Context: an optimization exercise on an open-source flow, tuned for small area, a short achievable clock period and few clock cycles. The choices shown serve that exercise and are no tape-out recipe.
In this exercise RTL edits were held to simulation tests only and were not proved equivalent to the original.
Power figures rest on the tool's default switching activity, not on a simulated workload.

==> design.v <==
module trpx_terse_enc (
    input  wire        clk,
    input  wire        rst,
    input  wire        start,
    output wire        start_ready,
    input  wire [6:0]  cfg_block,     
    input  wire        cfg_signed,    
    input  wire [6:0]  cfg_pb,        
    input  wire [15:0] cfg_n,         
    input  wire        in_valid,
    output wire        in_ready,
    input  wire [31:0] in_data,
    output wire        out_valid,
    input  wire        out_ready,
    output wire [31:0] out_data,
    output wire        out_last,
    output reg         done,
    output wire [1:0]  done_err,      
    output wire [21:0] done_bits      
);
    localparam K_BLK = 2'd0;      
    localparam K_BAD = 2'd1;      
    localparam K_END = 2'd2;      
    localparam QD = 2;            
    function [31:0] lowmask;
        input [5:0] w;
        integer k;
        begin
            for (k = 0; k < 32; k = k + 1)
                lowmask[k] = (w > k);
        end
    endfunction
    reg         start_rdy_r;
    reg         in_rdy_r;
    reg         i_act;           
    reg         i_sgn;
    reg  [5:0]  i_blk;
    reg  [15:0] i_frm_left;      
    reg  [5:0]  i_blk_left;      
    reg  [5:0]  i_bn;            
    reg         i_bfirst;        
    reg         i_ffirst;        
    reg         i_bad;
    reg  [4:0]  wr_ptr;          
    reg  [5:0]  occ;             
    reg         e_read_d;        
    reg  [31:0] therm;           
    assign start_ready = start_rdy_r;
    assign in_ready    = in_rdy_r;
    wire start_fire = start && start_rdy_r;
    wire in_fire    = in_valid && in_rdy_r;
    reg  [31:0] i_hm;
    integer     m;
    wire        lg_uns = ~|(in_data & {i_hm[30:0], 1'b0});
    wire        lg_sgn = (~|(in_data & i_hm)) | (&(in_data | ~i_hm));
    wire        in_legal = i_sgn ? lg_sgn : lg_uns;
    wire        in_neg = i_sgn & in_data[31];
    reg  [31:0] pt_or;           
    reg  [31:0] pt_and;          
    reg  [31:0] pb_or;           
    always @(*) begin
        pt_or  = in_data;
        pt_or  = pt_or | (pt_or >> 1);
        pt_or  = pt_or | (pt_or >> 2);
        pt_or  = pt_or | (pt_or >> 4);
        pt_or  = pt_or | (pt_or >> 8);
        pt_or  = pt_or | (pt_or >> 16);
        pt_and = in_data;
        pt_and = pt_and & {1'b1, pt_and[31:1]};
        pt_and = pt_and & {2'b11, pt_and[31:2]};
        pt_and = pt_and & {4'hF, pt_and[31:4]};
        pt_and = pt_and & {8'hFF, pt_and[31:8]};
        pt_and = pt_and & {16'hFFFF, pt_and[31:16]};
        pb_or  = {in_data[30:0], 1'b0};
        pb_or  = pb_or | (pb_or << 1);
        pb_or  = pb_or | (pb_or << 2);
        pb_or  = pb_or | (pb_or << 4);
        pb_or  = pb_or | (pb_or << 8);
        pb_or  = pb_or | (pb_or << 16);
    end
    wire [31:0] in_th = in_neg ? ~(pt_and & pb_or) : pt_or;
    wire        blk_end  = (i_blk_left == 6'd1);
    wire        frm_end  = (i_frm_left == 16'd1);
    wire        bad_now  = (i_bad & ~i_bfirst) | ~in_legal;
    wire        close_fire = in_fire && blk_end;
    wire        frame_over = close_fire && (frm_end || bad_now);
    wire        cfg_bad_b  = (cfg_block == 7'd0) || (cfg_block > 7'd32);
    wire        cfg_bad_pb = (cfg_pb == 7'd0) || (cfg_pb > 7'd32);
    wire        cfg_empty  = cfg_bad_b || cfg_bad_pb || (cfg_n == 16'd0);
    wire [1:0]  cfg_err    = cfg_bad_b ? 2'd1 : cfg_bad_pb ? 2'd2 : 2'd0;
    wire        cfg_n_lt   = (cfg_n[15:6] == 10'd0) && (cfg_n[5:0] < cfg_block[5:0]);
    wire [5:0]  cfg_first_n = cfg_n_lt ? cfg_n[5:0] : cfg_block[5:0];
    wire        cfg_first1 = (cfg_n == 16'd1) || (cfg_block[5:0] == 6'd1);
    wire        new_item   = close_fire || (start_fire && cfg_empty);
    wire [15:0] frm_left_after = i_frm_left - 16'd1;
    wire        frm_le_blk = (i_frm_left[15:6] == 10'd0) && (i_frm_left[5:0] <= i_blk);
    wire [5:0]  next_blk_n = frm_le_blk ? (i_frm_left[5:0] - 6'd1) : i_blk;
    wire        next_blk1  = (i_frm_left == 16'd2) || (i_blk == 6'd1);
    reg  [31:0] rd_oh;           
    reg  [31:0] e_raw;
    wire [1023:0] vflat;
    genvar gi;
    generate
        for (gi = 0; gi < 32; gi = gi + 1) begin : vb
            reg [31:0] v;
            always @(posedge clk)
                if (wr_ptr == gi && in_rdy_r)
                    v <= in_data;
            assign vflat[gi*32 +: 32] = v;
        end
    endgenerate
    integer j;
    always @(*) begin
        e_raw = 32'd0;
        for (j = 0; j < 32; j = j + 1)
            e_raw = e_raw | (vflat[j*32 +: 32] & {32{rd_oh[j]}});
    end
    reg         c_vld;
    reg  [1:0]  c_kind;
    reg  [1:0]  c_err;
    reg         c_last;
    reg         c_first;
    reg  [5:0]  c_n;
    wire [31:0] s_th  = i_sgn ? ({therm[30:0], therm[0]} & ~{i_hm[30:0], 1'b0}) : therm;
    wire [32:0] s_edg = {1'b0, s_th} ^ {s_th, 1'b1};      
    reg  [5:0]  s_bin;
    integer k;
    always @(*) begin
        s_bin = 6'd0;
        for (k = 1; k <= 32; k = k + 1)
            if (s_edg[k]) s_bin = s_bin | k[5:0];
    end
    reg  [5:0]  c_prev_s;
    wire        c_eq  = s_edg[c_first ? 6'd0 : c_prev_s];
    wire [1:0]  c_ht  = c_eq ? 2'd0 : !s_th[6] ? 2'd1 : !s_th[9] ? 2'd2 : 2'd3;
    localparam DW = 19;
    wire [DW-1:0] c_desc = {c_kind, c_err, c_last, c_n, c_ht,
                            (c_kind == K_BLK) ? s_bin : 6'd0};
    reg  [DW-1:0] q [0:QD-1];
    reg  [QD-1:0] qv;
    reg           h_hdr;         
    reg  [1:0]    x_cnt;         
    wire [1:0]  h_kind  = q[0][18:17];
    wire [1:0]  h_err   = q[0][16:15];
    wire        h_last  = q[0][14];
    wire [5:0]  h_n     = q[0][13:8];
    wire [1:0]  h_ht    = q[0][7:6];
    wire [5:0]  h_s     = q[0][5:0];
    wire        h_vld   = qv[0];
    reg         f_vld;
    reg  [31:0] f_data;
    reg  [5:0]  f_len;
    reg         f_nz;            
    reg         f_end;
    reg  [1:0]  f_err;
    wire        f_acc;
    wire        f_free  = !f_vld || f_acc;
    wire        e_go    = h_vld && f_free;
    wire        e_isend = (h_kind == K_END);
    wire        e_lastv = (h_n == 6'd1);
    wire        e_hdr   = h_hdr && (h_kind == K_BLK);
    wire        e_split = e_hdr && ((h_ht == 2'd0 && h_s[5]) ||
                                    (h_ht == 2'd3 && h_s > 6'd20));
    wire        e_pop   = e_go && !e_split && (e_isend || e_lastv);
    wire        e_read  = e_go && !e_split && !e_isend;
    wire [31:0] e_v = e_raw & lowmask(h_s);
    reg  [11:0] e_h;
    reg  [3:0]  e_hl;
    always @(*) begin
        case (h_ht)
            2'd0: begin e_h = 12'd1;                               e_hl = 4'd1;  end
            2'd1: begin e_h = {8'd0, h_s[2:0], 1'b0};              e_hl = 4'd4;  end
            2'd2: begin e_h = {6'd0, h_s[1:0] - 2'd3, 4'b1110};    e_hl = 4'd6;  end
            default: begin e_h = {h_s - 6'd10, 6'b111110};         e_hl = 4'd12; end
        endcase
    end
    reg  [31:0] e_data;
    always @(*) begin
        if (e_split)
            e_data = {20'd0, e_h};
        else if (!e_hdr)
            e_data = e_v;
        else case (h_ht)
            2'd0:    e_data = {e_v[30:0], 1'b1};
            2'd1:    e_data = {e_v[27:0], e_h[3:0]};
            2'd2:    e_data = {e_v[25:0], e_h[5:0]};
            default: e_data = {e_v[19:0], e_h};
        endcase
    end
    wire [5:0]  e_len = e_split ? {2'd0, e_hl} : h_s + (e_hdr ? {2'd0, e_hl} : 6'd0);
    wire        e_nz  = e_hdr || (h_s != 6'd0);
    wire        e_end = !e_split && (e_isend || (e_lastv && (h_last || h_kind == K_BAD)));
    wire [1:0]  e_err = (h_kind == K_BAD) ? 2'd3 : (h_kind == K_END) ? h_err : 2'd0;
    reg  [62:0] acc;
    reg  [5:0]  cnt;             
    reg         flushing;
    reg  [1:0]  p_err;
    reg  [21:0] p_bits;
    reg  [31:0] w0, w1;
    reg         w0_v, w1_v, w0_l, w1_l;
    reg         pend;            
    assign out_valid = w0_v;
    assign out_data  = w0;
    assign out_last  = w0_l;
    wire   pop       = w0_v && out_ready;
    wire   f_bits    = f_vld && f_nz;
    reg    c_z5;                                       
    wire   c_lt32    = !cnt[5];
    wire   c_gt32    = cnt[5] && !c_z5;
    wire   c_eq32    = cnt[5] && c_z5;
    wire   c_le32    = c_lt32 || c_eq32;
    wire   c_zero    = c_lt32 && c_z5;
    wire   wrd_rdy   = flushing ? (!c_zero && (c_gt32 || !pend))
                                : (c_gt32 || (c_eq32 && f_bits));
    wire   prod      = wrd_rdy && !w1_v;                  
    wire   prod_l    = flushing && c_le32;                
    wire   fin0      = flushing && c_zero && !w0_v;       
    wire   fin       = (prod && prod_l) || fin0;
    assign f_acc = f_vld && !flushing && !pend &&
                   (!f_nz || c_lt32 || prod);
    assign done_err  = p_err;
    assign done_bits = p_bits;
    wire [62:0] acc_sh  = prod ? {32'd0, acc[62:32]} : acc;
    wire [62:0] f_sh    = {31'd0, f_data} << cnt[4:0];
    wire [62:0] acc_nx  = acc_sh | (f_acc ? f_sh : 63'd0);
    wire [5:0]  cnt_add = cnt + f_len;
    wire        z5_nx   = f_acc ? (cnt_add[4:0] == 5'd0) : c_z5;
    wire [5:0]  cnt_nx  = f_acc ? (prod ? cnt_add - 6'd32 : cnt_add)
                                : (prod ? cnt - 6'd32     : cnt);
    wire [21:0] p_base  = done ? 22'd0 : p_bits;
    wire [21:0] p_add   = p_base + {16'd0, f_len};
    reg         i_act_nx;
    reg  [5:0]  i_blk_left_nx;
    reg         i_bl1_nx;        
    always @(*) begin
        i_act_nx      = i_act;
        i_blk_left_nx = i_blk_left;
        i_bl1_nx      = blk_end;
        if (start_fire) begin
            i_act_nx      = !cfg_empty;
            i_blk_left_nx = cfg_first_n;
            i_bl1_nx      = cfg_first1;
        end else if (in_fire) begin
            if (frame_over)
                i_act_nx = 1'b0;
            if (blk_end) begin
                i_blk_left_nx = next_blk_n;
                i_bl1_nx      = next_blk1;
            end else begin
                i_blk_left_nx = i_blk_left - 6'd1;
                i_bl1_nx      = (i_blk_left == 6'd2);
            end
        end
    end
    wire [QD-1:0] qv_sh  = e_pop ? (qv >> 1) : qv;
    wire [QD-1:0] qv_in  = {qv_sh[QD-2:0], 1'b1};     
    wire [5:0]    occ_nx = (in_fire && !e_read_d) ? occ + 6'd1 :
                           (!in_fire && e_read_d) ? occ - 6'd1 : occ;
    wire [6:0]    occ_lim  = 7'd31 + {6'd0, e_read_d} - {6'd0, in_fire};
    wire          occ_room0 = {1'b0, occ} <= occ_lim;
    wire          occ_room1 = {1'b0, occ} <= occ_lim + 7'd1;
    wire          occ_room  = e_read ? occ_room1 : occ_room0;
    wire          c_push = c_vld && !qv_sh[QD-1];
    wire          c_hold = c_vld && qv_sh[QD-1];
    wire [1:0]    x_nx   = (c_push && !e_pop) ? x_cnt + 2'd1 :
                           (!c_push && e_pop) ? x_cnt - 2'd1 : x_cnt;
    wire          x_room = ({1'b0, x_nx} + {2'd0, close_fire}) < QD;
    integer qi;
    always @(posedge clk) begin
        if (rst) begin
            start_rdy_r <= 1'b1;
            in_rdy_r    <= 1'b0;
            i_act       <= 1'b0;
            wr_ptr      <= 5'd0;
            rd_oh       <= 32'd1;
            occ         <= 6'd0;
            e_read_d    <= 1'b0;
            c_vld       <= 1'b0;
            qv          <= {QD{1'b0}};
            x_cnt       <= 2'd0;
            h_hdr       <= 1'b1;
            f_vld       <= 1'b0;
            acc         <= 63'd0;
            cnt         <= 6'd0;
            c_z5        <= 1'b1;
            flushing    <= 1'b0;
            p_bits      <= 22'd0;
            w0_v        <= 1'b0;
            w1_v        <= 1'b0;
            pend        <= 1'b0;
            done        <= 1'b0;
        end else begin
            i_act      <= i_act_nx;
            i_blk_left <= i_blk_left_nx;
            in_rdy_r   <= i_act_nx && occ_room && (!i_bl1_nx || x_room);
            start_rdy_r <= !i_act_nx && !start_fire && !c_hold;
            occ        <= occ_nx;
            e_read_d   <= e_read;
            if (start_fire) begin
                i_sgn      <= cfg_signed;
                for (m = 0; m < 32; m = m + 1)
                    i_hm[m] <= (cfg_pb[5:0] <= m + 1);
                i_blk      <= cfg_block[5:0];
                i_frm_left <= cfg_n;
                i_bn       <= cfg_first_n;
                i_bfirst   <= 1'b1;
                i_ffirst   <= 1'b1;
            end else if (in_fire) begin
                i_frm_left <= frm_left_after;
                i_bfirst   <= blk_end;
                if (blk_end) begin
                    i_ffirst <= 1'b0;
                    i_bn     <= next_blk_n;
                end
            end
            if (in_fire) begin
                wr_ptr <= wr_ptr + 5'd1;
                i_bad  <= bad_now;
                therm  <= (i_bfirst ? 32'd0 : therm) | in_th;
            end
            c_vld <= new_item || c_hold;
            if (!(c_vld && c_kind == K_END)) begin
                if (start_fire) begin
                    c_kind <= K_END;
                    c_err  <= cfg_err;
                end else begin
                    c_kind <= bad_now ? K_BAD : K_BLK;
                    c_err  <= 2'd3;
                end
                c_last  <= frm_end;
                c_first <= i_ffirst;
                c_n     <= i_bn;
            end
            if (e_pop) begin
                for (qi = 0; qi < QD - 1; qi = qi + 1)
                    q[qi] <= q[qi + 1];
            end else if (e_read) begin
                q[0][13:8] <= h_n - 6'd1;
            end
            if (c_push && c_kind == K_BLK)
                c_prev_s <= s_bin;
            if (c_push) begin
                for (qi = QD - 1; qi >= 0; qi = qi - 1)
                    if (!qv_sh[qi] && qv_in[qi])
                        q[qi] <= c_desc;
            end
            qv    <= c_push ? {qv_sh[QD-2:0], 1'b1} : qv_sh;
            x_cnt <= x_nx;
            if (e_pop)
                h_hdr <= 1'b1;
            else if (e_go)
                h_hdr <= 1'b0;
            if (e_read)
                rd_oh <= {rd_oh[30:0], rd_oh[31]};
            if (f_free) begin
                f_vld  <= e_go;
                f_data <= e_data;
                f_len  <= e_len;
                f_nz   <= e_nz;
                f_end  <= e_end;
                f_err  <= e_err;
            end
            if (fin) begin
                acc       <= 63'd0;
                cnt       <= 6'd0;
                c_z5      <= 1'b1;
                flushing  <= 1'b0;
            end else begin
                acc <= acc_nx;
                cnt <= cnt_nx;
                c_z5 <= z5_nx;
                if (f_acc) begin
                    if (f_end) begin
                        flushing <= 1'b1;
                        p_err    <= f_err;
                    end
                end
            end
            if (!w0_v || pop) begin
                if (w1_v) begin
                    w0   <= w1;
                    w0_l <= w1_l;
                end else begin
                    w0   <= acc[31:0];
                    w0_l <= prod_l;
                end
                w0_v <= w1_v || prod;
                w1_v <= 1'b0;
            end else if (prod) begin
                w1   <= acc[31:0];
                w1_l <= prod_l;
                w1_v <= 1'b1;
            end
            p_bits <= f_acc ? p_add : p_base;
            if (prod && prod_l)
                pend <= 1'b1;
            else if (pop && w0_l)
                pend <= 1'b0;
            done <= (pop && w0_l) || fin0;
        end
    end
endmodule
==> run.sh <==
#!/bin/bash
# synth_recipe.tcl (not shown) runs the flow's synth.tcl, then flattens the netlist and writes it again
# the make line also repeats each setting of config.mk as NAME=value (left out here)
make -C /OpenROAD-flow-scripts/flow DESIGN_CONFIG=/design/flow/config.mk WORK_HOME=/design/flow/orfs CLKGATE_MAP_FILE= SYNTH_SCRIPT=/design/flow/synth_recipe.tcl finish
==> config.mk <==
export PLATFORM = sky130hd
export DESIGN_NAME = trpx_terse_enc
export DESIGN_NICKNAME = trpx_terse_enc
export VERILOG_FILES = /design/flow/design.v
export SDC_FILE = /design/flow/constraint.sdc
export NUM_CORES = 4
export LEC_CHECK = 0
export CAP_MARGIN = 20
export CORE_MARGIN = 5
export CORE_UTILIZATION = 60
export CTS_CLUSTER_DIAMETER = 80
export CTS_CLUSTER_SIZE = 24
export PLACE_DENSITY = 0.72
export SETUP_SLACK_MARGIN = 5
export SLEW_MARGIN = 20
==> constraint.sdc <==
create_clock -name core_clock -period 8.0 [get_ports {clk}]
set_input_delay 1.6000 -clock core_clock [delete_from_list [all_inputs] [get_ports {clk}]]
set_output_delay 1.6000 -clock core_clock [all_outputs]
set_load 0.01 [all_outputs]
==> results of run 1 <==
registers in the layout, summed over array words and instances (netlist names), 22 cells and up:
| name | count |
|---|---|
| acc | 63 |
| f_data | 32 |
| i_hm | 32 |
| p_bits | 22 |
| q | 38 |
| rd_oh | 32 |
| therm | 32 |
| vb.v | 1024 |
| w0 | 32 |
| w1 | 32 |
timing repair:
action                     in CTS  in global routing
buffers inserted               53                 71
pin swaps                      43                 60
gates cloned                   46                  8
gates resized for setup       505                237
setup endpoints to repair     434                145
layer usage:
metal / GRT usage / routed length [µm]
met5: 0 / 0
met4: 0.170 / 11600
met3: 0.103 / 31800
met2: 0.542 / 89300
met1: 0.517 / 73500
cells by family after synthesis:
| family | count (synthesis) | synth area share |
|---|---|---|
| compound gates | 1152 | 0.136 |
| xor+xnor | 114 | 0.0163 |
| fa+ha+maj | 71 | 0.0150 |
| buf+inv | 387 | 0.0246 |
| flops | 1443 | 0.684 |
| mux | 165 | 0.0315 |
| simple gates | 1162 | 0.0924 |
metrics by stage:
stage / utilization / cell area, µm² / hold slack, ns / setup WS, ns / std cells
detailed placement: 0.635 / 64400 / 0.405 / 2.78 / 5818
finish: 0.697 / 70700 / 0.421 / 4.81 / 6125
floorplan: - / 61500 / 0.400 / 4.53 / 4494
global route: 0.696 / 70600 / 0.437 / 4.84 / 6118
CTS: 0.683 / 69300 / 0.427 / 4.96 / 6038
global placement: 0.635 / 64400 / 0.406 / 2.87 / 5818
how the worst max path moves through the flow:
| stage | startpoint | to | slack [ns] | depth (start not counted) |
|---|---|---|---|---|
| after global placement | in_data[31] | therm[4] | 2.87 | 10 |
| after global routing | rd_oh[10] | f_data[9] | 4.84 | 9 |
| after floorplan | in_data[21] | therm[4] | 4.53 | 9 |
| after CTS | in_data[7] | in_rdy_r | 4.96 | 9 |
| after detailed placement | in_data[31] | therm[4] | 2.78 | 10 |
| final | rd_oh[10] | f_data[9] | 4.81 | 9 |
layout by cell type, fill, tap and decap left out, types with 23 or more instances in the layout:
| cell | Yosys | final |
|---|---|---|
| nor2_4 | 0 | 30 |
| nand3_1 | 73 | 70 |
| dfxtp_2 | 0 | 23 |
| a21oi_1 | 176 | 165 |
| dfxtp_1 | 151 | 103 |
| dfxtp_4 | 0 | 25 |
| dlygate4sd2_1 | 0 | 41 |
| mux2_2 | 48 | 48 |
| nor3_1 | 55 | 42 |
| clkbuf_1 | 240 | 30 |
| buf_12 | 0 | 54 |
| a22oi_1 | 331 | 321 |
| a221oi_1 | 132 | 118 |
| buf_4 | 3 | 187 |
| nand2_1 | 373 | 363 |
| a21o_1 | 27 | 26 |
| bufbuf_16 | 0 | 41 |
| mux2i_1 | 100 | 98 |
| o21ai_0 | 125 | 112 |
| ha_1 | 67 | 57 |
| nor2_1 | 283 | 246 |
| clkbuf_16 | 0 | 80 |
| a31oi_1 | 56 | 53 |
| nand2b_1 | 29 | 28 |
| nand4_1 | 110 | 110 |
| nor2b_1 | 68 | 66 |
| xor2_1 | 41 | 41 |
| a22o_1 | 141 | 141 |
| inv_1 | 83 | 74 |
| clkdlybuf4s15_1 | 0 | 25 |
| edfxtp_1 | 1292 | 1292 |
| xnor2_1 | 73 | 73 |
Yosys cell counts (7+ instances only):
cell type,n
a211oi_1,17
a21boi_0,11
a21o_1,27
a21oi_1,176
a221oi_1,132
a22o_1,141
a22oi_1,331
a31oi_1,56
and2_1,25
and3_1,16
buf_1,26
buf_2,28
clkbuf_1,240
dfxtp_1,151
edfxtp_1,1292
ha_1,67
inv_1,83
mux2_2,48
mux2i_1,100
mux4_2,17
nand2_1,373
nand2b_1,29
nand3_1,73
nand4_1,110
nor2_1,283
nor2b_1,68
nor3_1,55
nor3b_1,7
nor4_1,35
o211ai_1,11
o21ai_0,125
o221ai_1,7
o22ai_1,14
o31ai_1,11
or2_2,16
or3_1,21
or4_1,9
xnor2_1,73
xor2_1,41
power by group through the flow:
| stage | sequential [mW] | clock (mW) | combinational (mW) |
|---|---|---|---|
| CTS | 8.43 | 4.25 | 1.32 |
| detailed placement | 8.61 | 0 | 1.14 |
| finish | 8.42 | 4.25 | 1.42 |
| global placement | 8.61 | 0 | 1.12 |
| global route | 8.43 | 4.53 | 1.50 |
| floorplan | 8.56 | 0 | 0.708 |
area by class of cell:
cell class              count  area, µm²
fillers                  6877      30800
inverters                  89        379
multi-input cells        2668      19100
repair buffers            427       5290
diodes                      7       17.5
flip-flops and latches   1443      41900
well taps                1368       1710
clock buffers             103       1940
repair inverters            2       10.0
clock inverters            18        280
==> results.json, run 1 <==
{
  "drt_iter0_markers": 7847,
  "yosysWarnings": 2,
  "period_share": 0.399,
  "timing.rr.start": "rd_oh[10]",
  "finalHoldViolCount": 0,
  "overflow": 0,
  "cp_max_fo": 24,
  "syn_nets": 4633,
  "hold_start": "i_bn[3]",
  "dr.pass1.iters": 8,
  "synth_area_mm2": 0.0611,
  "area_delta_synth_final_pct": 15.6,
  "drive_above_1_share": 0.166,
  "power_density_mw_per_mm2": 199,
  "swShare": 0.241,
  "num_io_pins": 129,
  "die_w_um": 329,
  "grt_pass1_vias": 40508,
  "final.min_clock_period_ns": 3.19,
  "setup_viol_count_final": 0,
  "yosysSeqAreaShare": 0.684,
  "slew_violations": 0,
  "netSwitchingPower_mw": 3.40,
  "initial_core_util": 0.602,
  "synth-edff-count": 1292,
  "reg2reg_slack_ns": 4.81,
  "status": "finished clean",
  "path_cells": "buf_12, a22o_1, a221oi_1, nand4_1, o32a_1, and2_1, a21oi_1, a21oi_1, a221o_1",
  "combPwrFrac": 0.101,
  "avgViaCountPerCell": 7.13,
  "grt_util_all_layers": 0.368,
  "final.setup.tns_ns": 0,
  "clkSinkCount": 1443,
  "grt_max_degree": 73,
  "cts_tree": "done",
  "worstSetupPathType": "reg -> reg",
  "holdPathStages": 0,
  "peakVddDrop_uv": 154,
  "min_to": "c_n[3]",
  "report.power.total_mw": 14.1,
  "avgSynthCellArea_um2": 13.6,
  "p_leak_nw": 23.2,
  "cp_common_cell": "a21oi_1",
  "cap_violations": 0,
  "rows": 117,
  "ys_ff_latch": 1443,
  "drt-total-wl_mm": 206,
  "rsz0062_at_grt": "true",
  "pwr-share-clk": 0.301,
  "rr_endpoint": "f_data[9]",
  "dieArea_mm2": 0.108,
  "ys.flop_type": "edfxtp_1",
  "netlist_top_cells_area": "edfxtp_1, dfxtp_1, a22oi_1",
  "htreeDepth": 3,
  "critical_path.top_delay_family": "compound AO/OA/AOI/OAI gates",
  "startpoint_type": "flop",
  "globalplace.congestion": 0.925,
  "antenna_found_initial": 7,
  "skew_ns": 0.0340,
  "cts_hold_buffers": 0,
  "portBuffers": 128,
  "cts_buffers": 73,
  "ant_nets": 0,
  "slew_headroom": 0.299,
  "internal_power_mw": 10.7,
  "final_nets": 4843,
  "pwr-share-seq": 0.598,
  "r2r.worst_path.cells": 9,
  "clk_path_buf_depth": 3,
  "vias": 43678,
  "path_clk_slew_ns": 0.10,
  "dp_hpwl_mm": 117,
  "arrival_ns": 3.63,
  "synth.largest_area_cell": "edfxtp_1",
  "wire_per_inst_um": 33.7,
  "tightest_slew_ns": 1.05,
  "cts-root-buf": "clkbuf_16",
  "yosysUniqueCellTypes": 92,
  "fmax_mhz": 313,
  "end_kind": "flop",
  "cp_slowest_cell": "o32a_1",
  "crit_path_max_incr_delay_ns": 0.52,
  "critPathBufInv": 1,
  "hp-class": "reg -> reg",
  "clk_latency_ns": 0.70,
  "drc": 0,
  "worstPathRequired_ns": 8.44,
  "core_region_area_mm2": 0.101,
  "synth-async-reset-ratio": 0,
  "syn_inst": 4494,
  "synth_top_area_share": 0.635,
  "grt_pass1_wl_mm": 288,
  "fp.dieH_um": 329
}
Testbench counts, summed over its fixed seeds: cycles 9,271.
==> inputs of run 2 (changes only) <==
--- a/design.v
+++ b/design.v
@@ -34,2 +34,3 @@
     reg         in_rdy_r;
+    reg         i_stop;          
     reg         i_act;           
@@ -48,5 +49,5 @@
     assign start_ready = start_rdy_r;
-    assign in_ready    = in_rdy_r;
+    assign in_ready    = in_rdy_r && !i_stop;
     wire start_fire = start && start_rdy_r;
-    wire in_fire    = in_valid && in_rdy_r;
+    wire in_fire    = in_valid && in_ready;
     reg  [31:0] i_hm;
@@ -56,3 +57,6 @@
     wire        in_legal = i_sgn ? lg_sgn : lg_uns;
-    wire        in_neg = i_sgn & in_data[31];
+    reg  [31:0] r1;
+    reg         r1_vld;
+    reg         r1_bfirst;
+    wire        r1_neg = i_sgn & r1[31];
     reg  [31:0] pt_or;           
@@ -61,3 +65,3 @@
     always @(*) begin
-        pt_or  = in_data;
+        pt_or  = r1;
         pt_or  = pt_or | (pt_or >> 1);
@@ -67,3 +71,3 @@
         pt_or  = pt_or | (pt_or >> 16);
-        pt_and = in_data;
+        pt_and = r1;
         pt_and = pt_and & {1'b1, pt_and[31:1]};
@@ -73,3 +77,3 @@
         pt_and = pt_and & {16'hFFFF, pt_and[31:16]};
-        pb_or  = {in_data[30:0], 1'b0};
+        pb_or  = {r1[30:0], 1'b0};
         pb_or  = pb_or | (pb_or << 1);
@@ -80,3 +84,4 @@
     end
-    wire [31:0] in_th = in_neg ? ~(pt_and & pb_or) : pt_or;
+    wire [31:0] r1_th = r1_neg ? ~(pt_and & pb_or) : pt_or;
+    wire [31:0] r1_st = i_sgn ? ({r1_th[30:0], r1_th[0]} & ~{i_hm[30:0], 1'b0}) : r1_th;
     wire        blk_end  = (i_blk_left == 6'd1);
@@ -85,3 +90,3 @@
     wire        close_fire = in_fire && blk_end;
-    wire        frame_over = close_fire && (frm_end || bad_now);
+    wire        frame_over = close_fire && frm_end;
     wire        cfg_bad_b  = (cfg_block == 7'd0) || (cfg_block > 7'd32);
@@ -117,2 +122,8 @@
     end
+    reg         p1_item;         
+    reg  [1:0]  p1_kind;
+    reg  [1:0]  p1_err;
+    reg         p1_last;
+    reg         p1_first;
+    reg  [5:0]  p1_n;
     reg         c_vld;
@@ -123,3 +134,3 @@
     reg  [5:0]  c_n;
-    wire [31:0] s_th  = i_sgn ? ({therm[30:0], therm[0]} & ~{i_hm[30:0], 1'b0}) : therm;
+    wire [31:0] s_th  = therm;
     wire [32:0] s_edg = {1'b0, s_th} ^ {s_th, 1'b1};      
@@ -193,4 +204,4 @@
     wire [1:0]  e_err = (h_kind == K_BAD) ? 2'd3 : (h_kind == K_END) ? h_err : 2'd0;
-    reg  [62:0] acc;
-    reg  [5:0]  cnt;             
+    reg  [31:0] acc;             
+    reg  [5:0]  cnt;
     reg         flushing;
@@ -205,26 +216,17 @@
     wire   pop       = w0_v && out_ready;
-    wire   f_bits    = f_vld && f_nz;
-    reg    c_z5;                                       
-    wire   c_lt32    = !cnt[5];
-    wire   c_gt32    = cnt[5] && !c_z5;
-    wire   c_eq32    = cnt[5] && c_z5;
-    wire   c_le32    = c_lt32 || c_eq32;
-    wire   c_zero    = c_lt32 && c_z5;
-    wire   wrd_rdy   = flushing ? (!c_zero && (c_gt32 || !pend))
-                                : (c_gt32 || (c_eq32 && f_bits));
-    wire   prod      = wrd_rdy && !w1_v;                  
-    wire   prod_l    = flushing && c_le32;                
+    wire   room      = !w1_v;
+    wire   c_zero    = (cnt == 6'd0);
+    assign f_acc     = f_vld && !flushing && !pend && (!f_nz || room);
+    wire   f_put     = f_acc && f_nz;
+    wire [6:0]  cnt_add = {1'b0, cnt} + {1'b0, f_len};
+    wire   gt32      = cnt_add[6] || (cnt_add[5] && cnt_add[4:0] != 5'd0);
+    wire   fl_prod   = flushing && !c_zero && room && !pend;
+    wire   prod      = (f_put && gt32) || fl_prod;        
+    wire   prod_l    = flushing;                          
     wire   fin0      = flushing && c_zero && !w0_v;       
-    wire   fin       = (prod && prod_l) || fin0;
-    assign f_acc = f_vld && !flushing && !pend &&
-                   (!f_nz || c_lt32 || prod);
+    wire   fin       = fl_prod || fin0;
     assign done_err  = p_err;
     assign done_bits = p_bits;
-    wire [62:0] acc_sh  = prod ? {32'd0, acc[62:32]} : acc;
-    wire [62:0] f_sh    = {31'd0, f_data} << cnt[4:0];
-    wire [62:0] acc_nx  = acc_sh | (f_acc ? f_sh : 63'd0);
-    wire [5:0]  cnt_add = cnt + f_len;
-    wire        z5_nx   = f_acc ? (cnt_add[4:0] == 5'd0) : c_z5;
-    wire [5:0]  cnt_nx  = f_acc ? (prod ? cnt_add - 6'd32 : cnt_add)
-                                : (prod ? cnt - 6'd32     : cnt);
+    wire [63:0] f_sh    = {32'd0, f_data} << cnt;
+    wire [63:0] comb    = {32'd0, acc} | (f_put ? f_sh : 64'd0);
     wire [21:0] p_base  = done ? 22'd0 : p_bits;
@@ -242,2 +244,4 @@
             i_bl1_nx      = cfg_first1;
+        end else if (i_stop) begin
+            i_act_nx      = 1'b0;
         end else if (in_fire) begin
@@ -266,5 +270,11 @@
                            (!c_push && e_pop) ? x_cnt - 2'd1 : x_cnt;
-    wire          x_room = ({1'b0, x_nx} + {2'd0, close_fire}) < QD;
+    wire [2:0]    x_s    = {1'b0, x_cnt} + {2'd0, c_vld} + {2'd0, p1_item};
+    wire          x_le0  = (x_s == 3'd0);
+    wire          x_le1  = (x_s <= 3'd1);
+    wire          x_le2  = (x_s <= 3'd2);
+    wire          x_room = e_pop ? (close_fire ? x_le1 : x_le2)
+                                 : (close_fire ? x_le0 : x_le1);
     integer qi;
     always @(posedge clk) begin
+        r1 <= in_data;
         if (rst) begin
@@ -272,2 +282,3 @@
             in_rdy_r    <= 1'b0;
+            i_stop      <= 1'b0;
             i_act       <= 1'b0;
@@ -278,2 +289,4 @@
             c_vld       <= 1'b0;
+            r1_vld      <= 1'b0;
+            p1_item     <= 1'b0;
             qv          <= {QD{1'b0}};
@@ -282,5 +295,4 @@
             f_vld       <= 1'b0;
-            acc         <= 63'd0;
+            acc         <= 32'd0;
             cnt         <= 6'd0;
-            c_z5        <= 1'b1;
             flushing    <= 1'b0;
@@ -293,5 +305,6 @@
             i_act      <= i_act_nx;
+            i_stop     <= close_fire && bad_now;
             i_blk_left <= i_blk_left_nx;
             in_rdy_r   <= i_act_nx && occ_room && (!i_bl1_nx || x_room);
-            start_rdy_r <= !i_act_nx && !start_fire && !c_hold;
+            start_rdy_r <= !i_act_nx && !start_fire && !p1_item && !(c_vld && c_kind == K_END);
             occ        <= occ_nx;
@@ -318,16 +331,25 @@
                 i_bad  <= bad_now;
-                therm  <= (i_bfirst ? 32'd0 : therm) | in_th;
             end
-            c_vld <= new_item || c_hold;
+            r1_vld    <= in_fire;
+            r1_bfirst <= i_bfirst;
+            if (r1_vld)
+                therm <= (r1_bfirst ? 32'd0 : therm) | r1_st;
+            p1_item <= new_item;
+            if (start_fire) begin
+                p1_kind <= K_END;
+                p1_err  <= cfg_err;
+            end else begin
+                p1_kind <= bad_now ? K_BAD : K_BLK;
+                p1_err  <= 2'd3;
+            end
+            p1_last  <= frm_end;
+            p1_first <= i_ffirst;
+            p1_n     <= i_bn;
+            c_vld <= p1_item || c_hold;
             if (!(c_vld && c_kind == K_END)) begin
-                if (start_fire) begin
-                    c_kind <= K_END;
-                    c_err  <= cfg_err;
-                end else begin
-                    c_kind <= bad_now ? K_BAD : K_BLK;
-                    c_err  <= 2'd3;
-                end
-                c_last  <= frm_end;
-                c_first <= i_ffirst;
-                c_n     <= i_bn;
+                c_kind  <= p1_kind;
+                c_err   <= p1_err;
+                c_last  <= p1_last;
+                c_first <= p1_first;
+                c_n     <= p1_n;
             end
@@ -363,16 +385,12 @@
             if (fin) begin
-                acc       <= 63'd0;
-                cnt       <= 6'd0;
-                c_z5      <= 1'b1;
-                flushing  <= 1'b0;
-            end else begin
-                acc <= acc_nx;
-                cnt <= cnt_nx;
-                c_z5 <= z5_nx;
-                if (f_acc) begin
-                    if (f_end) begin
-                        flushing <= 1'b1;
-                        p_err    <= f_err;
-                    end
-                end
+                acc      <= 32'd0;
+                cnt      <= 6'd0;
+                flushing <= 1'b0;
+            end else if (f_put) begin
+                acc <= gt32 ? comb[63:32] : comb[31:0];
+                cnt <= gt32 ? cnt_add[5:0] - 6'd32 : cnt_add[5:0];
+            end
+            if (f_acc && f_end) begin
+                flushing <= 1'b1;
+                p_err    <= f_err;
             end
@@ -383,3 +401,3 @@
                 end else begin
-                    w0   <= acc[31:0];
+                    w0   <= comb[31:0];
                     w0_l <= prod_l;
@@ -389,3 +407,3 @@
             end else if (prod) begin
-                w1   <= acc[31:0];
+                w1   <= comb[31:0];
                 w1_l <= prod_l;
==> run 2 against run 1 <==
Against the previous run:
- first-iteration DRC count up 5.3%
- sequential share of layout area up 1.5 points
- setup slack better by 0.12 ns
- non-clock buffer count is 87 lower
- register-to-register slack better by 0.12 ns
- synthesized cell count down 1.4%
- sequential power up 0.6%
- largest power group unchanged
==> results.json, run 2 <==
{
  "yosysMostFrequentCell": "edfxtp_1",
  "arrival_ns": 3.50,
  "cts_hold_buffers": 0,
  "top_register": "vb.v",
  "dp_hpwl_mm": 113,
  "htreeDepth": 3,
  "final.min_clock_period_ns": 3.07,
  "antenna_found_initial": 23,
  "report.power.total_mw": 13.8,
  "holdWs_ns": 0.413,
  "dr.pass1.iters": 7,
  "tightest_slew_ns": 1.04,
  "synthSimpleGateAreaFrac": 0.0783,
  "worstSetupPathType": "reg -> reg",
  "avgSynthCellArea_um2": 13.9,
  "yosysUniqueCellTypes": 87,
  "drt_iter0_markers": 8262,
  "ys_ff_latch": 1459,
  "setup_viol_count_final": 0,
  "syn_inst": 4431,
  "vias": 43758,
  "grt_util_all_layers": 0.372,
  "final_cell_mix": "edfxtp_1, nand2_1, a22oi_1",
  "synth_compound_area_frac": 0.147,
  "yosysWarnings": 2,
  "pwr-share-clk": 0.306,
  "skew_ns": 0.0348,
  "power_density_mw_per_mm2": 198,
  "synth_top_area_share": 0.635,
  "synthXorXnorAreaFrac": 0.0129,
  "rows": 117,
  "wire_per_inst_um": 35.0,
  "drive_above_1_share": 0.145,
  "globalplace.congestion": 0.954,
  "pwr-share-seq": 0.613,
  "area_delta_synth_final_pct": 12.9,
  "cts-root-buf": "clkbuf_16",
  "synth-async-reset-ratio": 0,
  "path_clk_slew_ns": 0.10,
  "largest_register_ffs": 1024,
  "p_leak_nw": 23.2,
  "fp.dieH_um": 331,
  "avgViaCountPerCell": 7.32,
  "final_nets": 4712,
  "combPwrFrac": 0.082,
  "internal_power_mw": 10.6,
  "grt_pass1_vias": 40484,
  "cp_common_cell": "a22o_1",
  "overflow": 0,
  "cap_violations": 0,
  "grt_max_degree": 57,
  "fmax_mhz": 326,
  "synth_fa_ha_area_frac": 0.0162,
  "path_cells": "buf_6, a22o_1, a221oi_1, nand4_1, o32a_2, a22oi_1, nand2_1, a22o_1",
  "final.setup.tns_ns": 0,
  "muxShareOfSynthArea": 0.0346,
  "synth_top_family_by_area": "compound AO/OA/AOI/OAI gates",
  "ys.flop_type": "edfxtp_1",
  "clkSinkCount": 1459,
  "cp_slowest_cell": "o32a_2",
  "final_common_cell": "edfxtp_1",
  "period_share": 0.384,
  "end_kind": "flop",
  "initial_core_util": 0.605,
  "synth.largest_area_cell": "edfxtp_1",
  "num_io_pins": 129,
  "nFillCells": 7038,
  "worstPathRequired_ns": 8.43,
  "dieArea_mm2": 0.109,
  "hp-class": "reg -> reg",
  "peakVddDrop_uv": 184,
  "synth-edff-count": 1305,
  "slew_violations": 0,
  "cts_tree": "done",
  "grt_pass1_wl_mm": 290,
  "cp_max_fo": 27,
  "swShare": 0.234,
  "clk_latency_ns": 0.70,
  "synth_area_mm2": 0.0617,
  "finalHoldViolCount": 0,
  "top_regs": "vb.v: 1024 flops, q: 38 flops",
  "netlist_top_cells_area": "edfxtp_1, dfxtp_1, a22oi_1",
  "drc": 0,
  "drt-total-wl_mm": 209,
  "die_w_um": 331,
  "clk_path_buf_depth": 3,
  "crit_path_max_incr_delay_ns": 0.56,
  "ant_nets": 0,
  "status": "finished clean",
  "startpoint_type": "flop",
  "cts_buffers": 74,
  "portBuffers": 128,
  "synth_common_cells": "edfxtp_1, nand2_1, a22oi_1",
  "syn_nets": 4576,
  "yosysSeqAreaShare": 0.685,
  "rsz0062_at_grt": "true",
  "slew_headroom": 0.302,
  "netSwitchingPower_mw": 3.24,
  "core_region_area_mm2": 0.102
}
==> run 2: final cells by class <==
cell class / count / area, µm² / area share
Antenna cell: 2 / 5.00 / 0.0000719
Clock buffer: 101 / 1970 / 0.0283
Clock inverter: 19 / 204 / 0.00293
Inverter: 130 / 538 / 0.00772
Multi-Input combinational cell: 2560 / 18800 / 0.270
Sequential cell: 1459 / 42400 / 0.608
Tap cell: 1368 / 1710 / 0.0246
Timing Repair Buffer: 340 / 4060 / 0.0583
Timing Repair inverter: 2 / 12.5 / 0.000180
==> run 2: cell families after synthesis <==
group,after synthesis
fa+ha+maj,77
mux,167
buf+inv,412
flops,1459
simple gates,996
compound gates,1229
xor+xnor,91
==> run 2: power groups by stage <==
stage / registers [mW] / logic, mW / clock network (mW)
floorplan: 8.61 / 0.551 / 0
global placement: 8.65 / 0.914 / 0
detailed placement: 8.65 / 0.925 / 0
CTS: 8.47 / 1.05 / 4.22
global route: 8.48 / 1.18 / 4.53
finish: 8.47 / 1.13 / 4.23
==> run 2: metal layers <==
metal / share of wire / global-route usage / vias to the layer above
met5: 0 / 0 / -
met4: 0.059 / 0.166 / 0
met3: 0.16 / 0.0923 / 733
met2: 0.44 / 0.564 / 3756
met1: 0.35 / 0.518 / 21446
li1: - / - / 17823
==> run 2: worst max-delay path, delay by kind of cell, from the launching register on <==
family	cells	cell delay (ns)
AO/OA/AOI/OAI	5	1.69
flip-flops	1	0.45
AND/OR/NAND/NOR	2	0.32
buffers and inverters	1	0.31
==> run 2: path summary, 6_finish.rpt <==
check	from	to	slack, ns	cells after the start
worst max-delay path	rd_oh[3]	f_data[26]	4.93	8
worst min-delay path	p1_n[5]	c_n[5]	0.41	0
worst max register to register	rd_oh[3]	f_data[26]	4.93	8
worst min register to register	p1_n[5]	c_n[5]	0.41	0
==> run 2: through the flow <==
| stage | cell area, µm² | cells | utilization | setup slack [ns] |
|---|---|---|---|---|
| after global routing | 69600 | 5979 | 0.684 | 4.97 |
| after global placement | 65000 | 5766 | 0.638 | 3.16 |
| after CTS | 69000 | 5944 | 0.677 | 4.96 |
| after floorplan | 62100 | 4431 | - | 4.69 |
| after detailed placement | 65000 | 5767 | 0.638 | 2.99 |
| final | 69700 | 5981 | 0.684 | 4.93 |
==> run 2: timing repair <==
action	in CTS	in global routing
hold endpoints to repair	0	0
setup buffers	29	25
pin swaps	20	25
cloned	28	10
setup endpoints to repair	303	165
gates resized for setup	358	132
Testbench counts of run 2, summed over its fixed seeds: cycles 9,290.
==> inputs of run 3 (changes only) <==
--- a/design.v
+++ b/design.v
@@ -176,3 +176,3 @@
     wire        e_read  = e_go && !e_split && !e_isend;
-    wire [31:0] e_v = e_raw & lowmask(h_s);
+    wire [31:0] e_m = lowmask(h_s);
     reg  [11:0] e_h;
@@ -187,15 +187,19 @@
     end
-    reg  [31:0] e_data;
-    always @(*) begin
-        if (e_split)
-            e_data = {20'd0, e_h};
-        else if (!e_hdr)
-            e_data = e_v;
-        else case (h_ht)
-            2'd0:    e_data = {e_v[30:0], 1'b1};
-            2'd1:    e_data = {e_v[27:0], e_h[3:0]};
-            2'd2:    e_data = {e_v[25:0], e_h[5:0]};
-            default: e_data = {e_v[19:0], e_h};
-        endcase
-    end
+    wire        p_v0  = !e_hdr;                           
+    wire        p_v1  = e_hdr && !e_split && h_ht == 2'd0;
+    wire        p_v4  = e_hdr && !e_split && h_ht == 2'd1;
+    wire        p_v6  = e_hdr && !e_split && h_ht == 2'd2;
+    wire        p_v12 = e_hdr && !e_split && h_ht == 2'd3;
+    wire [31:0] g0    = e_m & {32{p_v0}};
+    wire [31:0] g1    = {e_m[30:0], 1'b0}  & {32{p_v1}};
+    wire [31:0] g4    = {e_m[27:0], 4'd0}  & {32{p_v4}};
+    wire [31:0] g6    = {e_m[25:0], 6'd0}  & {32{p_v6}};
+    wire [31:0] g12   = {e_m[19:0], 12'd0} & {32{p_v12}};
+    wire [11:0] e_hb  = e_hdr ? e_h : 12'd0;
+    wire [31:0] e_data = (g0  & e_raw) |
+                         (g1  & {e_raw[30:0], 1'b0}) |
+                         (g4  & {e_raw[27:0], 4'd0}) |
+                         (g6  & {e_raw[25:0], 6'd0}) |
+                         (g12 & {e_raw[19:0], 12'd0}) |
+                         {20'd0, e_hb};
     wire [5:0]  e_len = e_split ? {2'd0, e_hl} : h_s + (e_hdr ? {2'd0, e_hl} : 6'd0);
==> run 3 against run 2 <==
Against the previous run:
- critical path type unchanged
- synthesized area shrank 0.50%
- critical path depth unchanged
- largest power group unchanged
- wire length decreased by 1.7%
- combinational power rose by 13%
- first-iteration DRC count fell by 3.7%
- setup slack improved by 0.0027 ns
- final area down 0.24%
- critical endpoint is now f_data[26]
- count of clock-buffer cells in the layout up 6
- clock skew decreased by 0.011 ns
- non-clock buffer count rose by 20
- register-to-register slack about the same
==> results.json, run 3 <==
{
  "slew_violations": 0,
  "met2_usage": 0.554,
  "status": "finished clean",
  "top_register": "vb.v",
  "num_io_pins": 129,
  "dieArea_mm2": 0.109,
  "grt.busiest_layer": "met2",
  "end_kind": "flop",
  "avgViaCountPerCell": 7.28,
  "grt_max_degree": 54,
  "grt_util_all_layers": 0.367,
  "final.setup.tns_ns": 0,
  "startpoint_type": "flop",
  "drt_iter0_markers": 7954,
  "fmax_mhz": 326,
  "dp_hpwl_mm": 110,
  "cts_hold_buffers": 0,
  "holdPathStages": 0,
  "path_clk_slew_ns": 0.10,
  "dr.pass1.iters": 10,
  "drive_above_1_share": 0.142,
  "skew_ns": 0.0240,
  "avgSynthCellArea_um2": 14.0,
  "synth.largest_area_cell": "edfxtp_1",
  "worstSetupPathType": "reg -> reg",
  "area_delta_synth_final_pct": 13.2,
  "htreeDepth": 3,
  "final_cell_area_mm2": 0.0695,
  "synthSimpleGateAreaFrac": 0.0819,
  "peakVddDrop_uv": 225,
  "yosysUniqueCellTypes": 78,
  "fp.dieH_um": 330,
  "nFillCells": 6972,
  "portBuffers": 128,
  "cts_tree": "done",
  "largest_register_ffs": 1024,
  "tightest_slew_ns": 0.997,
  "rsz0062_at_grt": "true",
  "netlist_top_cells_area": "edfxtp_1, dfxtp_1, a22oi_1",
  "power_density_mw_per_mm2": 201,
  "yosysWarnings": 2,
  "cap_violations": 0,
  "ant_nets": 0,
  "drc": 0,
  "die_w_um": 330,
  "final.min_clock_period_ns": 3.07,
  "synth_common_cells": "edfxtp_1, a22oi_1, nand2_1",
  "synth_fa_ha_area_frac": 0.0161,
  "ys_ff_latch": 1459,
  "globalplace.congestion": 0.941,
  "grt_pass1_wl_mm": 287,
  "syn_inst": 4399,
  "grt_pass1_vias": 40047,
  "final_common_cell": "edfxtp_1",
  "r2r.worst_path.cells": 8,
  "yosysMostFrequentCell": "edfxtp_1",
  "vias": 43462,
  "finalHoldViolCount": 0,
  "arrival_ns": 3.45,
  "placed_area_mm2": 0.0649,
  "synth_area_mm2": 0.0614,
  "synth-edff-count": 1305,
  "worstPathRequired_ns": 8.39,
  "clkSinkCount": 1459,
  "synth_compound_area_frac": 0.142,
  "synth_top_family_by_area": "compound AO/OA/AOI/OAI gates",
  "dp_slack_ns": 3.45,
  "grtUsageMet3": 0.106,
  "drt-total-wl_mm": 206,
  "initial_core_util": 0.603,
  "synth-async-reset-ratio": 0,
  "setup_viol_count_final": 0,
  "syn_nets": 4543,
  "p_leak_nw": 23.1,
  "antenna_found_initial": 9,
  "worst_slack_ns": 4.93,
  "hp-class": "reg -> reg",
  "reg2reg_slack_ns": 4.93,
  "synth_top_area_share": 0.639,
  "final_nets": 4696,
  "top_regs": "vb.v: 1024 flops, q: 38 flops",
  "cp_max_fo": 25,
  "wire_per_inst_um": 34.5,
  "slew_headroom": 0.335,
  "clk_latency_ns": 0.68,
  "period_share": 0.383,
  "ys.flop_type": "edfxtp_1",
  "yosysSeqAreaShare": 0.689,
  "synthXorXnorAreaFrac": 0.0136,
  "cts-root-buf": "clkbuf_16",
  "final_cell_mix": "edfxtp_1, a22oi_1, nand2_1",
  "muxShareOfSynthArea": 0.0330,
  "cts_buffers": 73,
  "postLayoutCoreUtil": 0.683,
  "overflow": 0,
  "rows": 117,
  "use_met1": 0.502,
  "core_region_area_mm2": 0.102,
  "clk_path_buf_depth": 3
}
-- run 3: final timing paths --
kind / to / startpoint
max: f_data[26] / rd_oh[12]
min: c_err[1] / p1_err[1]
max reg2reg: f_data[26] / rd_oh[12]
min reg2reg: c_err[1] / p1_err[1]
-- run 3: report_power, final --
group          switching [mW]  internal [mW]  total [mW]
Clock                    2.39           1.80        4.19
Combinational           0.793          0.487        1.28
Sequential              0.109           8.41        8.52
-- run 3: cells by family (layout without fill, tap and decap cells) --
group                      count (synthesis)  in the layout
muxes                                    167            167
other                                      0              8
adders and majority gates                 76             76
DFF                                     1459           1459
and+or+nand+nor                         1020           1021
buffers and inverters                    401            596
xor gates and xnor gates                  95             95
AOI/OAI and AO/OA                       1181           1181
-- run 3: final cells by class --
cell class / instances / area, µm² / share of cell area
inverters: 117 / 474 / 0.00682
repair inverters: 1 / 7.51 / 0.000108
repair buffers: 360 / 4170 / 0.0600
multi-input cells: 2540 / 18600 / 0.268
diodes: 8 / 20.0 / 0.000288
flip-flops and latches: 1459 / 42300 / 0.609
clock buffers: 107 / 2030 / 0.0292
clock inverters: 11 / 125 / 0.00180
well taps: 1368 / 1710 / 0.0246
-- run 3: per-layer routing --
layer	vias up	part of all wire
met4	8	0.061
met3	767	0.15
met2	3675	0.44
li1	17769	-
met5	-	0.00028
met1	21243	0.35
-- run 3: timing repair --
action	4_1_cts	5_1_grt
gates cloned	29	6
endpoints found under the setup margin	338	195
endpoints found under the hold margin	0	0
pin swaps	15	26
gates resized for setup	329	127
setup buffers	28	33
-- run 3: through the flow --
| stage | hold slack (ns) | power (mW) | instances |
|---|---|---|---|
| 3_3_place_gp | 0.403 | 9.76 | 5748 |
| 4_1_cts | 0.427 | 13.9 | 5923 |
| 3_5_place_dp | 0.405 | 9.78 | 5748 |
| 2_1_floorplan | 0.400 | 9.32 | 4399 |
| 5_1_grt | 0.430 | 14.4 | 5964 |
| 6_report | 0.423 | 14.0 | 5971 |
-- run 3: critical path: stages, from the launching register on --
cell	delay, ns
dfxtp_2	0.49
buf_4	0.37
a22o_1	0.28
a221oi_1	0.31
nand4_1	0.22
nor3_4	0.44
nor2_1	0.24
a22oi_1	0.23
nand3_1	0.16
Testbench counts of run 3, summed over its fixed seeds: cycles 9,290.
==> inputs of run 4 (changes only) <==
--- a/config.mk
+++ b/config.mk
@@ -9,6 +9,6 @@
 export CORE_MARGIN = 5
-export CORE_UTILIZATION = 60
+export CORE_UTILIZATION = 65
 export CTS_CLUSTER_DIAMETER = 80
 export CTS_CLUSTER_SIZE = 24
-export PLACE_DENSITY = 0.72
+export PLACE_DENSITY = 0.76
 export SETUP_SLACK_MARGIN = 5
==> run 4 against run 3 <==
Against the previous run:
- wire length decreased by 0.40%
- sequential power about the same
- synthesized area unchanged
- utilization is 6.1 points higher
- setup slack worse by 0.040 ns
- via count grew 1.2%
- non-clock buffer count is 11 higher
- clock skew grew 0.0082 ns
==> results.json, run 4 <==
{
  "postLayoutCoreUtil": 0.744,
  "dieArea_mm2": 0.101,
  "peakVddDrop_uv": 201,
  "grt_util_all_layers": 0.397,
  "rr_endpoint": "f_data[9]",
  "netSwitchingPower_mw": 3.25,
  "avgViaCountPerCell": 7.49,
  "clk_latency_ns": 0.69,
  "slew_headroom": 0.275,
  "synth_area_mm2": 0.0614,
  "synth-async-reset-ratio": 0,
  "startpoint_type": "flop",
  "dp_slack_ns": 3.41,
  "holdPathStages": 0,
  "ant_nets": 0,
  "fp.dieH_um": 317,
  "clk_path_buf_depth": 3,
  "grt_max_degree": 54,
  "slew_violations": 0,
  "drt_iter0_markers": 8689,
  "power_density_mw_per_mm2": 200,
  "synth_common_cells": "edfxtp_1, a22oi_1, nand2_1",
  "highest_layer": "met5",
  "cap_violations": 0,
  "drt-total-wl_mm": 205,
  "cts_tree": "done",
  "synth.largest_area_cell": "edfxtp_1",
  "antenna_found_initial": 16,
  "final_nets": 4707,
  "worst_slack_ns": 4.89,
  "overflow": 0,
  "finalHoldViolCount": 0,
  "muxShareOfSynthArea": 0.0330,
  "wl_met1_mm": 68.5,
  "synth_top_area_share": 0.639,
  "yosysWarnings": 2,
  "reg2reg_slack_ns": 4.89,
  "p_leak_nw": 23.2,
  "ys.flop_type": "edfxtp_1",
  "final_cell_mix": "edfxtp_1, a22oi_1, nand2_1",
  "arrival_ns": 3.63,
  "placed_area_mm2": 0.0647,
  "top_register": "vb.v",
  "initial_core_util": 0.657,
  "pwr-share-clk": 0.295,
  "synth_top_family_by_area": "compound AO/OA/AOI/OAI gates",
  "vias": 43995,
  "synth_fa_ha_area_frac": 0.0161,
  "cts_buffers": 72,
  "status": "finished clean",
  "yosysUniqueCellTypes": 78,
  "die_w_um": 317,
  "clkSinkCount": 1459,
  "cp_max_fo": 18,
  "combPwrFrac": 0.093,
  "timing.rr.start": "rd_oh[3]",
  "dr.pass1.iters": 7,
  "synthXorXnorAreaFrac": 0.0136,
  "pwr-share-seq": 0.613,
  "area_delta_synth_final_pct": 13.3,
  "grt_pass1_wl_mm": 286,
  "num_io_pins": 129,
  "dp_hpwl_mm": 109,
  "yosysSeqAreaShare": 0.689,
  "worstSetupPathType": "reg -> reg",
  "htreeDepth": 3,
  "avgSynthCellArea_um2": 14.0,
  "rsz0062_at_grt": "true",
  "core_region_area_mm2": 0.0935,
  "wire_per_inst_um": 34.9,
  "skew_ns": 0.0322,
  "synth_compound_area_frac": 0.142,
  "stdcell_count": 5876,
  "netlist_top_cells_area": "edfxtp_1, dfxtp_1, a22oi_1",
  "portBuffers": 128,
  "r2r.worst_path.cells": 8,
  "dpl.cell_count": 5637,
  "hold_start": "p1_err[0]",
  "syn_nets": 4543,
  "top_regs": "vb.v: 1024 flops, q: 38 flops",
  "grt_pass1_vias": 40850,
  "period_share": 0.388,
  "fmax_mhz": 322,
  "largest_register_ffs": 1024,
  "syn_inst": 4399,
  "tightest_slew_ns": 1.08,
  "drc": 0,
  "final_common_cell": "edfxtp_1",
  "final.setup.tns_ns": 0,
  "synthSimpleGateAreaFrac": 0.0819,
  "ys_ff_latch": 1459,
  "cts-root-buf": "clkbuf_16",
  "globalplace.congestion": 0.984,
  "end_kind": "flop",
  "wl_met3_mm": 33.8,
  "final_cell_area_mm2": 0.0695,
  "swShare": 0.234,
  "synth-edff-count": 1305,
  "yosysMostFrequentCell": "edfxtp_1",
  "drive_above_1_share": 0.147,
  "hp-class": "reg -> reg",
  "rows": 112,
  "worstPathRequired_ns": 8.53,
  "final.min_clock_period_ns": 3.11,
  "setup_viol_count_final": 0,
  "internal_power_mw": 10.7,
  "wl_met2_mm": 88.6,
  "path_clk_slew_ns": 0.09,
  "min_to": "c_err[0]"
}
==> run 4: cell type report <==
class	instances	area (µm²)
flip-flops and latches	1459	42400
fillers	5833	24000
multi-input cells	2541	18600
repair buffers	371	4330
clock buffers	103	1960
well taps	1254	1570
inverters	117	477
clock inverters	15	155
diodes	15	37.5
repair inverters	1	7.51
==> run 4: kinds of logic (layout without fill, tap and decap cells) <==
group	count (synthesis)	in the layout
multiplexers	167	167
XOR/XNOR	95	95
AND/OR/NAND/NOR	1020	1022
adder cells (fa/ha/maj)	76	76
flip-flops	1459	1459
AO/OA/AOI/OAI	1181	1181
other	0	15
buffers and inverters	401	607
==> run 4: metal layers <==
metal,up-vias,global-route usage
li1,17801,-
met3,936,0.132
met2,4114,0.590
met4,9,0.190
met5,-,0.00193
met1,21135,0.535
==> run 4: power by group through the flow <==
stage / Combinational [mW] / Sequential, mW / Clock, mW
floorplan: 0.661 / 8.66 / 0
global placement: 1.05 / 8.70 / 0
detailed placement: 1.07 / 8.70 / 0
CTS: 1.20 / 8.52 / 4.07
global route: 1.35 / 8.54 / 4.40
finish: 1.29 / 8.52 / 4.10
==> run 4: how the worst max path moves through the flow <==
stage / from / endpoint / slack [ns] / cells past startpoint
finish: rd_oh[3] / f_data[9] / 4.89 / 8
global route: r1[18] / therm[7] / 4.95 / 7
CTS: done / p_bits[14] / 4.95 / 12
detailed placement: q[0][1] / q[1][0] / 3.41 / 10
global placement: in_data[19] / p1_kind[0] / 3.49 / 8
floorplan: cnt[1] / w1[0] / 4.66 / 11
==> run 4: through the flow <==
stage               hold WS, ns  power [mW]
global route              0.435        14.3
CTS                       0.427        13.8
global placement          0.401        9.75
floorplan                 0.400        9.32
detailed placement        0.405        9.77
finish                    0.426        13.9
==> run 4: timing repair <==
item                                    4_1_cts  5_1_grt
gates cloned                                 30        7
resized for setup                           336      165
hold buffers                                  0        0
pin swaps                                    16       30
buffers inserted                             34       34
endpoints found under the setup margin      323      171
==> run 4: worst max-delay path: stages, from the launching register on <==
cell and delay [ns]:
dfxtp_2 0.90, buf_4 0.47, a22o_1 0.21, a221oi_1 0.06, nand4_1 0.27, a2bb2oi_1 0.56
a221oi_1 0.21, a21oi_1 0.16, a211o_1 0.13
==> inputs of run 5 (changes only) <==
--- a/config.mk
+++ b/config.mk
@@ -9,6 +9,6 @@
 export CORE_MARGIN = 5
-export CORE_UTILIZATION = 65
+export CORE_UTILIZATION = 55
 export CTS_CLUSTER_DIAMETER = 80
 export CTS_CLUSTER_SIZE = 24
-export PLACE_DENSITY = 0.76
+export PLACE_DENSITY = 0.68
 export SETUP_SLACK_MARGIN = 5
==> run 5 against run 4 <==
Against the previous run:
- global-route usage decreased by 5.2 points
- critical path depth down 1
- synthesized cell count stayed put
- register-to-register slack improved by 0.04 ns
- sequential share of layout area down 0.14 points
- clock skew is 0.0016 ns lower
- count of clock-buffer cells in the layout up 5
- final cell count increased by 3.7%
==> results.json, run 5 <==
{
  "rsz0062_at_grt": "true",
  "r2r.worst_path.cells": 7,
  "initial_core_util": 0.554,
  "cts-root-buf": "clkbuf_16",
  "grt_max_degree": 55,
  "syn_inst": 4399,
  "dr.pass1.iters": 7,
  "rr_endpoint": "f_data[9]",
  "fp.dieH_um": 344,
  "p_leak_nw": 23.0,
  "tightest_slew_ns": 1.08,
  "grt.busiest_layer": "met2",
  "vias": 43084,
  "worstPathRequired_ns": 8.42,
  "cap_violations": 0,
  "grt_util_all_layers": 0.345,
  "slew_headroom": 0.276,
  "portBuffers": 128,
  "synth_top_area_share": 0.639,
  "skew_ns": 0.0306,
  "holdPathStages": 0,
  "final_common_cell": "edfxtp_1",
  "met2_usage": 0.522,
  "grt_pass1_wl_mm": 293,
  "overflow": 0,
  "hold_start": "p1_first",
  "cp_slowest_cell": "nor3_4",
  "critPathBufInv": 1,
  "slew_violations": 0,
  "final.min_clock_period_ns": 3.07,
  "avgSynthCellArea_um2": 14.0,
  "netlist_top_cells_area": "edfxtp_1, dfxtp_1, a22oi_1",
  "clk_path_buf_depth": 3,
  "globalplace.congestion": 0.939,
  "synth_area_mm2": 0.0614,
  "antenna_found_initial": 13,
  "path_cells": "buf_6, a22o_1, a221oi_1, nand4_1, nor3_4, nor2_2, a211o_1",
  "yosysUniqueCellTypes": 78,
  "cts_tree": "done",
  "reg2reg_slack_ns": 4.93,
  "yosysWarnings": 2,
  "cts_buffers": 73,
  "yosysMostFrequentCell": "edfxtp_1",
  "holdWs_ns": 0.425,
  "synth_common_cells": "edfxtp_1, a22oi_1, nand2_1",
  "worst_slack_ns": 4.93,
  "power_density_mw_per_mm2": 203,
  "arrival_ns": 3.49,
  "crit_path_max_incr_delay_ns": 0.59,
  "final_nets": 4688,
  "top_register": "vb.v",
  "area_delta_synth_final_pct": 13.5,
  "dp_hpwl_mm": 113,
  "fmax_mhz": 326,
  "cp_max_fo": 22,
  "min_to": "c_first",
  "peakVddDrop_uv": 201,
  "dp_slack_ns": 3.48,
  "core_region_area_mm2": 0.111,
  "htreeDepth": 3,
  "wire_per_inst_um": 34.4,
  "period_share": 0.384,
  "cts_hold_buffers": 0,
  "largest_register_ffs": 1024,
  "rows": 122,
  "final_cell_mix": "edfxtp_1, a22oi_1, nand2_1",
  "final.setup.tns_ns": 0,
  "drc": 0,
  "timing.rr.start": "rd_oh[3]",
  "setup_viol_count_final": 0,
  "die_w_um": 344,
  "syn_nets": 4543,
  "drt_iter0_markers": 7507,
  "worstSetupPathType": "reg -> reg",
  "startpoint_type": "flop",
  "grt_pass1_vias": 40405,
  "top_regs": "vb.v: 1024 flops, q: 38 flops",
  "finalHoldViolCount": 0,
  "dieArea_mm2": 0.118,
  "end_kind": "flop",
  "ys_ff_latch": 1459,
  "ys.flop_type": "edfxtp_1",
  "drt-total-wl_mm": 209,
  "ant_nets": 0,
  "grtUsageMet3": 0.0858,
  "clk_latency_ns": 0.70,
  "report.power.total_mw": 14.2,
  "avgViaCountPerCell": 7.07,
  "critical_path.top_delay_family": "simple AND/OR/NAND/NOR gates",
  "synth-edff-count": 1305,
  "use_met1": 0.477,
  "drive_above_1_share": 0.141,
  "synth.largest_area_cell": "edfxtp_1",
  "yosysSeqAreaShare": 0.689,
  "status": "finished clean",
  "hp-class": "reg -> reg",
  "path_clk_slew_ns": 0.11,
  "synth-async-reset-ratio": 0,
  "clkSinkCount": 1459,
  "num_io_pins": 129
}
run 5: cell count changes in the layout (fill, tap and decap cells not counted), sizes merged, moves of 3 or more:
cell / change
diode: -6
dlymetal6s2s: -4
clkdlybuf4s15: +15
dlygate4sd2: -7
bufinv: +4
buf: -22
clkinv: -3
run 5: worst max path at each step:
stage	start	cells past startpoint	to	slack, ns
after floorplan	cnt[1]	11	w1[0]	4.66
after global placement	in_data[30]	7	p1_kind[0]	3.54
after detailed placement	in_data[30]	7	p1_kind[0]	3.48
after CTS	done	12	p_bits[14]	4.97
after global routing	w1_v	8	acc[19]	4.94
final	rd_oh[3]	7	f_data[9]	4.93
run 5: area by class of cell:
| type | count | area [µm²] |
|---|---|---|
| diodes | 9 | 22.5 |
| clock buffers | 108 | 2000 |
| clock inverters | 19 | 272 |
| fillers | 8316 | 41200 |
| inverters | 117 | 472 |
| multi-input cells | 2540 | 18500 |
| flip-flops and latches | 1459 | 42400 |
| well taps | 1488 | 1860 |
| repair buffers | 352 | 4150 |
| repair inverters | 1 | 7.51 |
run 5: cells by family (layout without fill, tap and decap cells):
| family | count (synthesis) | after routing | synth area share |
|---|---|---|---|
| AO/OA/AOI/OAI | 1181 | 1181 | 0.142 |
| XOR/XNOR | 95 | 95 | 0.0136 |
| adder cells (fa/ha/maj) | 76 | 76 | 0.0161 |
| buffers and inverters | 401 | 597 | 0.0248 |
| flip-flops | 1459 | 1459 | 0.689 |
| multiplexers | 167 | 167 | 0.0330 |
| other | 0 | 9 | 0 |
| AND/OR/NAND/NOR | 1020 | 1021 | 0.0819 |
run 5: report_power, final:
part	leakage, nW	switching (mW)	internal (mW)	total (mW)
combinational	8.76	0.797	0.486	1.28
sequential	13.2	0.108	8.42	8.52
clock	1.09	2.43	1.92	4.34
total	23.0	3.33	10.8	14.2
run 5: timing repair:
item,CTS,global route
gates cloned,29,5
setup endpoints to repair,349,150
buffers inserted,29,26
pin swaps,13,28
gates resized for setup,329,139
run 5: routing by layer:
metal  wire length [µm]  vias up
met5                  4        -
met4              12100        2
met3              29400      721
met2              92200     3360
met1              75600    21226
li1                   -    17775
run 5: per-stage QoR:
step	utilization	std cells	instance area, µm²
floorplan	-	4399	61800
global placement	0.586	5866	65000
detailed placement	0.587	5867	65000
CTS	0.623	6052	69000
global route	0.628	6084	69600
finish	0.629	6093	69700

-- afterwards: timing with drivers on the ports --
The results above use ideal ports. As a check the final layouts listed here were re-extracted and re-timed, cells and wires unchanged.
Step 1: set_driving_cell puts a clkbuf_16 on clk and a buf_2 on each other input, an assumption about the parent block.
Step 2, shift: input delay + t, output delay - t, t = (earliest + latest rising clock arrival at the registers) / 2. This alone moves slack from input paths to output paths.
a / b / c = no drivers / after step 1 / after step 2; a / b = the first two.
run | shift t [ns] | setup WS [ns] | worst slew at a driven data input, ns
run 1 | 0.756 | 4.807 / 4.807 / 4.137 | 0.18
run 2 | 0.752 | 4.932 / 4.932 / 4.308 | 0.06
run 3 | 0.745 | 4.935 / 4.935 / 4.245 | 0.05
run 4 | 0.741 | 4.894 / 4.894 / 4.277 | 0.05
run 5 | 0.766 | 4.930 / 4.930 / 4.277 | 0.06
After both steps setup and hold are still met in every run listed. For run 3, which loses most, drivers alone change the setup slack by 0.000 ns; drivers and shift together by -0.690 ns.
